This design comes from an exercise in tuning for small area, a short achievable clock period and few clock cycles on the open sky130 flow, not from production work.
Only simulation tests tie the RTL to the original design; equivalence was not proved.
Power figures rest on the tool's default switching activity, not on a simulated workload.

--- flow/run.sh ---
#!/bin/bash
# synth_recipe.tcl (not shown) runs the flow's synth.tcl, then flattens the netlist and writes it again
# the make line also repeats each setting of config.mk as NAME=value (left out here)
make -C /OpenROAD-flow-scripts/flow DESIGN_CONFIG=/design/flow/config.mk WORK_HOME=/design/flow/orfs CLKGATE_MAP_FILE= SYNTH_SCRIPT=/design/flow/synth_recipe.tcl finish
--- flow/config.mk ---
export PLATFORM = sky130hd
export DESIGN_NAME = festy_core
export DESIGN_NICKNAME = festy_core
export VERILOG_FILES = /design/flow/design.v
export SDC_FILE = /design/flow/constraint.sdc
export NUM_CORES = 4
export LEC_CHECK = 0
export CAP_MARGIN = 20
export CORE_MARGIN = 2
export CORE_UTILIZATION = 40
export PLACE_DENSITY = 0.6
export SLEW_MARGIN = 20
--- flow/constraint.sdc ---
create_clock -name core_clock -period 10.0 [get_ports {clk}]
set_input_delay 2.0000 -clock core_clock [delete_from_list [all_inputs] [get_ports {clk}]]
set_output_delay 2.0000 -clock core_clock [all_outputs]
set_load 0.01 [all_outputs]
--- flow/design.v ---
module festy_core (
    input  wire        clk,
    input  wire        rst,
    input  wire        cmd_valid,
    input  wire [31:0] cmd_word,
    input  wire [31:0] arg_base,
    input  wire [31:0] arg_len,
    input  wire        crc_we,
    input  wire [31:0] crc_wdata,
    output reg         busy,
    output reg         done,
    output reg         err,
    output reg         illcmd,
    output reg  [3:0]  errcode,
    output reg  [31:0] errparam,
    output reg  [31:0] result_len,
    output reg  [31:0] crc_reg,
    output reg         ib_re,
    output reg  [24:0] ib_addr,
    input  wire [7:0]  ib_rdata,
    output reg         ob_re,
    output reg         ob_we,
    output reg  [24:0] ob_addr,
    output reg  [7:0]  ob_wdata,
    input  wire [7:0]  ob_rdata
);
    localparam [31:0] MARKER = 32'h434F4D50;
    localparam [32:0] CAP    = 33'h2000000;
    localparam [1:0] OP_CRC = 2'd1, OP_HDEC = 2'd2, OP_DECOMP = 2'd3;
    localparam [3:0] E_BTS = 4'd1, E_UNSUP = 4'd2, E_TREE = 4'd3, E_TRAIL = 4'd4,
                     E_TRUNC = 4'd5, E_LEN = 4'd6, E_CRC = 4'd7, E_NOSECT = 4'd8;
    localparam [4:0]
        S_IDLE     = 5'd0,
        S_CRC      = 5'd1,    
        S_CRC_W    = 5'd2,    
        S_SCAN     = 5'd3,
        S_SCAN_W   = 5'd4,
        S_HDR      = 5'd5,
        S_HDR_W    = 5'd6,
        S_COPY     = 5'd7,
        S_COPY_W   = 5'd8,
        S_HI       = 5'd9,    
        S_HI_W     = 5'd10,
        S_HB       = 5'd11,   
        S_HB_S     = 5'd12,   
        S_HB_C     = 5'd13,   
        S_LENCHK   = 5'd14,
        S_CRCCHK   = 5'd15,
        S_HEND     = 5'd16;   
    reg [4:0]  state;
    reg [1:0]  op;
    reg        crc_sel;
    reg [31:0] crc_base, crc_len, crc_idx;
    reg        crc_phase_b;
    reg [31:0] fbase, flen, probe, offset, cpidx;
    reg [31:0] explen, expcrc;
    reg [31:0] word;
    reg [3:0]  rcnt;
    reg [31:0] sbase, slen, obase;
    reg [23:0] outlen, outpos;
    reg [7:0]  extra, entry, root;
    reg [9:0]  magidx;
    reg [8:0]  pos, pnext;
    reg [31:0] chunk;
    reg [1:0]  bytek;
    reg [7:0]  mask;
    reg        bit_b;
    reg        wt;        
    function [31:0] crc_byte;
        input [31:0] r;
        input [7:0]  b;
        reg   [31:0] w;
        integer i;
        begin
            w = {24'd0, r[7:0] ^ b};
            for (i = 0; i < 8; i = i + 1)
                w = w[0] ? ((w >> 1) ^ 32'hEDB88320) : (w >> 1);
            crc_byte = (r >> 8) ^ w;
        end
    endfunction
    wire cmd_ok = (cmd_word == 32'h1) || (cmd_word == 32'h5) ||
                  (cmd_word == 32'h2) || (cmd_word == 32'h3);
    wire [32:0] arg_end = {1'b0, arg_base} + {1'b0, arg_len};
    wire [8:0]  p_adv  = pos + {3'd0, entry[5:0]} + 9'd1;
    wire        leaf   = bit_b ? entry[6] : entry[7];
    wire [31:0] slen_minus_chunk = slen - chunk;
    task finish_ok;
        begin
            busy  <= 1'b0;
            done  <= 1'b1;
            err   <= 1'b0;
            state <= S_IDLE;
        end
    endtask
    task fail;
        input [3:0]  code;
        input [31:0] param;
        begin
            busy       <= 1'b0;
            done       <= 1'b1;
            err        <= 1'b1;
            errcode    <= code;
            errparam   <= param;
            result_len <= 32'd0;
            state      <= S_IDLE;
        end
    endtask
    always @(posedge clk) begin
        ib_re <= 1'b0;
        ob_re <= 1'b0;
        ob_we <= 1'b0;
        if (rst) begin
            state       <= S_IDLE;
            wt          <= 1'b0;
            op          <= 2'd0;
            busy        <= 1'b0;
            done        <= 1'b0;
            err         <= 1'b0;
            illcmd      <= 1'b0;
            errcode     <= 4'd0;
            errparam    <= 32'd0;
            result_len  <= 32'd0;
            crc_reg     <= 32'hFFFFFFFF;
            crc_sel     <= 1'b0;
            crc_base    <= 32'd0;
            crc_len     <= 32'd0;
            crc_idx     <= 32'd0;
            crc_phase_b <= 1'b0;
            ib_addr     <= 25'd0;
            ob_addr     <= 25'd0;
            ob_wdata    <= 8'd0;
        end else begin
            case (state)
            S_IDLE: begin
                if (cmd_valid) begin
                    if (!cmd_ok || arg_end > CAP) begin
                        illcmd <= 1'b1;
                    end else begin
                        busy     <= 1'b1;
                        done     <= 1'b0;
                        err      <= 1'b0;
                        errcode  <= 4'd0;
                        errparam <= 32'd0;
                        op       <= cmd_word[1:0];
                        case (cmd_word[1:0])
                        OP_CRC: begin
                            crc_sel     <= cmd_word[2];
                            crc_base    <= arg_base;
                            crc_len     <= arg_len;
                            crc_idx     <= 32'd0;
                            crc_phase_b <= 1'b0;
                            state       <= S_CRC;
                        end
                        OP_HDEC: begin
                            sbase <= arg_base;
                            slen  <= arg_len;
                            obase <= 32'd0;
                            rcnt  <= 4'd0;
                            state <= S_HI;
                        end
                        default: begin
                            fbase <= arg_base;
                            flen  <= arg_len;
                            probe <= 32'd0;
                            rcnt  <= 4'd0;
                            state <= S_SCAN;
                        end
                        endcase
                    end
                end else if (crc_we) begin
                    crc_reg <= crc_wdata;
                end
            end
            S_CRC: begin
                if (crc_idx < crc_len) begin
                    if (crc_sel) begin
                        ob_re   <= 1'b1;
                        ob_addr <= crc_base[24:0] + crc_idx[24:0];
                    end else begin
                        ib_re   <= 1'b1;
                        ib_addr <= crc_base[24:0] + crc_idx[24:0];
                    end
                    state <= S_CRC_W;
                end else if (op == OP_CRC) begin
                    finish_ok;
                end else if (!crc_phase_b) begin
                    crc_sel     <= 1'b1;
                    crc_base    <= offset;
                    crc_len     <= {8'd0, outlen};
                    crc_idx     <= 32'd0;
                    crc_phase_b <= 1'b1;
                end else begin
                    state <= S_CRCCHK;
                end
            end
            S_CRC_W: begin
                if (!wt) begin
                    wt <= 1'b1;    
                end else begin
                wt <= 1'b0;
                crc_reg <= crc_byte(crc_reg, crc_sel ? ob_rdata : ib_rdata);
                crc_idx <= crc_idx + 32'd1;
                state   <= S_CRC;
                end
            end
            S_SCAN: begin
                if (rcnt == 4'd0 && (probe > 32'd1024 || probe + 32'd4 > flen)) begin
                    fail(E_NOSECT, 32'd0);
                end else if (rcnt == 4'd4) begin
                    rcnt <= 4'd0;
                    if (word == MARKER) begin
                        offset <= probe;
                        state  <= S_HDR;
                    end else begin
                        probe <= probe + 32'd64;
                    end
                end else begin
                    ib_re   <= 1'b1;
                    ib_addr <= fbase[24:0] + probe[24:0] + {21'd0, rcnt};
                    state   <= S_SCAN_W;
                end
            end
            S_SCAN_W: begin
                if (!wt) begin
                    wt <= 1'b1;    
                end else begin
                wt <= 1'b0;
                word  <= {ib_rdata, word[31:8]};
                rcnt  <= rcnt + 4'd1;
                state <= S_SCAN;
                end
            end
            S_HDR: begin
                if (rcnt == 4'd0 && flen < offset + 32'd17) begin
                    fail(E_BTS, 32'd0);
                end else if (rcnt == 4'd9) begin
                    if (word[31:24] != 8'h28) begin
                        fail(E_UNSUP, 32'd0);
                    end else begin
                        cpidx <= 32'd0;
                        state <= S_COPY;
                    end
                end else begin
                    ib_re   <= 1'b1;
                    ib_addr <= fbase[24:0] + offset[24:0] + 25'd8 + {21'd0, rcnt};
                    state   <= S_HDR_W;
                end
            end
            S_HDR_W: begin
                if (!wt) begin
                    wt <= 1'b1;    
                end else begin
                wt <= 1'b0;
                word  <= {ib_rdata, word[31:8]};
                rcnt  <= rcnt + 4'd1;
                if (rcnt == 4'd3) explen <= {ib_rdata, word[31:8]};
                if (rcnt == 4'd7) expcrc <= {ib_rdata, word[31:8]};
                state <= S_HDR;
                end
            end
            S_COPY: begin
                if (cpidx < offset) begin
                    ib_re   <= 1'b1;
                    ib_addr <= fbase[24:0] + cpidx[24:0];
                    state   <= S_COPY_W;
                end else begin
                    sbase <= fbase + offset + 32'd16;
                    slen  <= flen - offset - 32'd16;
                    obase <= offset;
                    rcnt  <= 4'd0;
                    state <= S_HI;
                end
            end
            S_COPY_W: begin
                if (!wt) begin
                    wt <= 1'b1;    
                end else begin
                wt <= 1'b0;
                ob_we    <= 1'b1;
                ob_addr  <= cpidx[24:0];
                ob_wdata <= ib_rdata;
                cpidx    <= cpidx + 32'd1;
                state    <= S_COPY;
                end
            end
            S_HI: begin
                if (rcnt == 4'd0 && slen <= 32'd6) begin
                    fail(E_BTS, 32'd0);
                end else if (rcnt == 4'd6) begin
                    if (slen <= {22'd0, magidx}) begin
                        fail(E_UNSUP, 32'd0);
                    end else begin
                        pos    <= 9'd0;
                        entry  <= root;
                        outpos <= 24'd0;
                        chunk  <= {22'd0, magidx};
                        bytek  <= 2'd3;
                        mask   <= 8'h80;
                        state  <= S_HB;
                    end
                end else begin
                    ib_re   <= 1'b1;
                    ib_addr <= sbase[24:0] + {21'd0, rcnt};
                    state   <= S_HI_W;
                end
            end
            S_HI_W: begin
                if (!wt) begin
                    wt <= 1'b1;    
                end else begin
                wt <= 1'b0;
                rcnt  <= rcnt + 4'd1;
                state <= S_HI;
                case (rcnt)
                4'd0: if (ib_rdata != 8'h28) fail(E_UNSUP, 32'd0);
                4'd1: outlen[7:0]   <= ib_rdata;
                4'd2: outlen[15:8]  <= ib_rdata;
                4'd3: outlen[23:16] <= ib_rdata;
                4'd4: begin
                    extra  <= ib_rdata;
                    magidx <= 10'd6 + {1'b0, ib_rdata, 1'b0};
                end
                default: root <= ib_rdata;
                endcase
                end
            end
            S_HB: begin
                if (chunk + 32'd4 > slen) begin
                    fail(E_TRUNC, {8'd0, outlen - outpos});
                end else begin
                    ib_re   <= 1'b1;
                    ib_addr <= sbase[24:0] + chunk[24:0] + {23'd0, bytek};
                    state   <= S_HB_S;
                end
            end
            S_HB_S: begin
                if (!wt) begin
                    wt <= 1'b1;    
                end else begin
                wt <= 1'b0;
                bit_b <= |(ib_rdata & mask);
                pnext <= p_adv;
                if (p_adv > {1'b0, extra}) begin
                    fail(E_TREE, 32'd0);
                end else begin
                    ib_re   <= 1'b1;
                    ib_addr <= sbase[24:0] + 25'd4 + {15'd0, p_adv, 1'b0} +
                               {24'd0, |(ib_rdata & mask)};
                    state   <= S_HB_C;
                end
                end
            end
            S_HB_C: begin
                if (!wt) begin
                    wt <= 1'b1;    
                end else begin
                wt <= 1'b0;
                if (leaf) begin
                    ob_we    <= 1'b1;
                    ob_addr  <= obase[24:0] + {1'b0, outpos};
                    ob_wdata <= ib_rdata;
                    outpos   <= outpos + 24'd1;
                    if (outpos + 24'd1 == outlen) begin
                        state <= (op == OP_HDEC || slen_minus_chunk != 32'd4) ? S_HEND : S_LENCHK;
                    end else begin
                        entry <= root;
                        pos   <= 9'd0;
                    end
                end else begin
                    entry <= ib_rdata;
                    pos   <= pnext;
                end
                if (!(leaf && outpos + 24'd1 == outlen)) begin
                    if (mask == 8'h01) begin
                        mask <= 8'h80;
                        if (bytek == 2'd0) begin
                            bytek <= 2'd3;
                            chunk <= chunk + 32'd4;
                        end else begin
                            bytek <= bytek - 2'd1;
                        end
                    end else begin
                        mask <= mask >> 1;
                    end
                    state <= S_HB;
                end
                end
            end
            S_HEND: begin
                if (slen_minus_chunk != 32'd4) begin
                    fail(E_TRAIL, slen_minus_chunk - 32'd4);
                end else begin
                    result_len <= {8'd0, outlen};
                    finish_ok;
                end
            end
            S_LENCHK: begin
                if ({8'd0, outlen} != explen) begin
                    fail(E_LEN, 32'd0);
                end else begin
                    crc_reg     <= 32'hFFFFFFFF;
                    crc_sel     <= 1'b0;
                    crc_base    <= fbase;
                    crc_len     <= offset;
                    crc_idx     <= 32'd0;
                    crc_phase_b <= 1'b0;
                    state       <= S_CRC;
                end
            end
            S_CRCCHK: begin
                if (~crc_reg != expcrc) begin
                    fail(E_CRC, 32'd0);
                end else begin
                    result_len <= offset + {8'd0, outlen};
                    finish_ok;
                end
            end
            default: state <= S_IDLE;
            endcase
        end
    end
endmodule
==> results.txt <==
## final cells by class
cell class	count	area, um^2
antenna	8	20.0
clock buffer	103	2320
inverter	422	1580
sequential	722	19000
timing repair buffer	411	3880
multi-input combinational	4666	33100
tap	1781	2230
clock inverter	61	747
fill	13000	72400
## per-stage QoR
step / total power, mW / instances / utilization (%) / setup WS, ns
2_1_floorplan: 6.19 / 6048 / - / 0.249
3_3_place_gp: 7.77 / 8000 / 44.2 / 1.98
3_5_place_dp: 7.78 / 8000 / 44.2 / 1.97
4_1_cts: 11.2 / 8164 / 46.5 / 2.70
5_1_grt: 11.7 / 8167 / 46.5 / 2.38
6_report: 11.3 / 8174 / 46.5 / 2.52
## worst max-delay path: stages
cell,delay [ns]
clkdlybuf4s50_1,0.64
ha_1,0.50
a21oi_1,0.36
o21ai_0,0.12
o21ai_0,0.65
a21boi_1,0.37
a21o_1,0.28
mux2i_1,0.15
or4_1,0.60
a2111oi_4,0.57
o211ai_2,0.14
buf_4,0.26
nor2_4,0.68
buf_4,0.49
a311oi_1,0.17
## kinds of logic (layout without fill, tap and decap cells)
| kind of cell | after synthesis | in the layout | share of synthesized area, % |
|---|---|---|---|
| xor+xnor | 545 | 545 | 8.76 |
| mux | 48 | 48 | 0.912 |
| fa+ha+maj | 604 | 604 | 14.3 |
| compound gates | 1691 | 1691 | 20.5 |
| flops | 722 | 722 | 34.9 |
| simple gates | 1778 | 1778 | 15.9 |
| other cells | 0 | 8 | 0 |
| buf+inv | 660 | 997 | 4.68 |
## metal layers
layer  up-vias  track usage, %
met1     24400            45.1
li1      22800               -
met3       514            7.84
met2      2863            48.8
met5         -               0
met4        16            17.8
## how the worst max path moves through the flow
stage,from,end,slack [ns],cells past startpoint
after floorplan,arg_base[6],fbase[0],0.25,13
after global placement,arg_len[14],crc_base[22],1.98,16
after detailed placement,arg_len[15],crc_base[23],1.97,15
after CTS,arg_len[15],crc_base[23],2.70,15
after global routing,arg_len[15],crc_base[13],2.38,15
final,arg_len[15],crc_base[23],2.52,15
## synthesized netlist by cell type (20+ instances only)
cell type  number
ha_1          573
nor2_1        482
a21oi_1       472
edfxtp_1      458
nand2_1       448
inv_1         418
xnor2_1       324
o21ai_0       294
dfxtp_1       264
xor2_1        221
clkbuf_1      192
nor3_1        149
nand3_1       145
a211oi_1      122
a21o_1        117
a22oi_1       102
nand4_1        91
and2_1         75
and3_1         69
o22ai_1        69
o211ai_1       66
nor4_1         56
a311oi_1       50
nor2b_1        48
a31oi_1        47
or3_1          41
o21bai_1       38
mux2i_1        35
o21a_1         35
a221oi_1       32
nand2b_1       32
fa_1           31
buf_2          29
or4_1          28
o31ai_1        27
or2_2          24
a2111oi_0      20
## power by group through the flow
| stage | combinational (mW) | clock [mW] | sequential, mW |
|---|---|---|---|
| finish | 4.04 | 3.45 | 3.83 |
| global route | 4.29 | 3.59 | 3.84 |
| CTS | 3.93 | 3.48 | 3.81 |
| detailed placement | 3.91 | 0 | 3.87 |
| global placement | 3.90 | 0 | 3.88 |
| floorplan | 2.45 | 0 | 3.74 |
==> results.ini <==
[routing]
wl_um=239000
met2_length_um=99900
drt_iter0_drc=6402
wl_met1_um=98800
ant_nets=0
drcViolationCount=0
routedWlPerCell_um=29.3
vias_per_cell=6.19
top_layer=met5
dr.pass1.iters=8
route.met3.wl_um=25700
vias=50600

[power_and_ir_drop]
p_per_area_nw_per_um2=180
power.internal_mw=6.96
power_frac_comb_pct=35.7
pwr-share-seq_pct=33.9
vdd_drop_max_mv=0.194
clock_power_share_pct=30.5
p_leak_nw=24.3
switchingPower_mw=4.36
p_sw_share_pct=38.5

[synth]
synth_seq_area_share_pct=34.9
synth_edf_count=458
synth_flop_cell=edfxtp_1
netlist_instances=6048
synth_top_cell_by_area=edfxtp_1
synthDominantCellAreaShare_pct=25.2
syn_area_um2=54500
syn_avg_cell_area_um2=9.01
syn-num-nets=6800
yosysWarnings=1
ys_ff_latch=722
yosys.cell_types.count=106
synth.area.top_cells=edfxtp_1, ha_1, dfxtp_1, xnor2_1, a21oi_1
async_flop_share_pct=0

[cts]
path_clk_slew_ns=0.06
cts.sinks=722
htree_levels=3
cts-root-buf=clkbuf_16
cts_resized=0
post_cts_buffers=0
cts_buffers=87
hold_buffers=0
clockBufferDepth=3
tritoncts=yes
clk_latency_ns=0.72

[timing]
fin_skew_ns=0.0358
final-max-slew-violation-count=0
finalCritPeriodShare_pct=74.8
finalCriticalPeriod_ns=7.48
tightest_slew_ns=1.36
hold_violations=0
slew-limit-headroom_pct=9.31
finalSetupTns_ns=0
max_freq_mhz=134
finalSetupViolations=0
rsz0062_at_grt=false
hold-worst-slack_ns=0.457

[critical_path]
r2r_cells=18
required_ns=10.56
cp-start-kind=input pin
cp-end-kind=register
worst-setup-path-type=input pin to register
arrival_ns=8.04
r2r_slack_ns=3.20
r2r_start=chunk[4]
critical_path_peak_fanout=34
timing.rr.end=result_len[31]

[placed_design]
io_buffers=312
dp_hpwl_um=191000
placed_area_um2=59800
gp_congestion=1.03

[worst_hold_path]
whs_endpoint=result_len[2]
min_from=result_len[2]
hp-class=register to register
whs_path_depth=2

[final_layout]
fin_area_um2=62900
syn_to_final_growth_pct=15.5
layout-drive-gt1-share_pct=5.78
nets=7062
mostFrequentLayoutCell=ha_1
mostFrequentLayoutCells=ha_1, nor2_1, a21oi_1

[floorplan]
core-area_um2=135000
start_util_pct=40.3
ios=313
num_rows=135
chipWidth_um=373
fp.dieArea_um2=139000
die_h_um=373

[global_route]
grt.total_usage_pct=33.3
grt_overflow=0
antenna_found_initial=21
grt_max_degree=77
grt_pass1_vias=46500
grt_pass1_wl_um=337000

[flow_run]
max-cap-violations=0

[outcome]
status=no timing/DRC/antenna violations

Testbench counts, summed over its fixed seeds: cycles 1,308,608.

[re-timing with driven ports]
The results above use ideal ports. As a check the final layout listed here was re-extracted and re-timed, cells and wires unchanged.
Step 1, drivers: a clkbuf_16 drives clk and a buf_2 each remaining input, both assumed.
Step 2, shift: input delay + t, output delay - t, t = (earliest + latest rising clock arrival at the registers) / 2. This alone moves slack from input paths to output paths.
Slacks: ideal / step 1 / step 2; pairs: ideal / step 1.
t (ns): 0.783
slack for setup (ns): 2.517 / 2.574 / 1.791
hold slack, ns: 0.457 / 0.457 / 0.457
After both steps setup and hold are still met in this run. For this run, drivers alone change the setup slack by +0.057 ns; drivers and shift together by -0.726 ns.
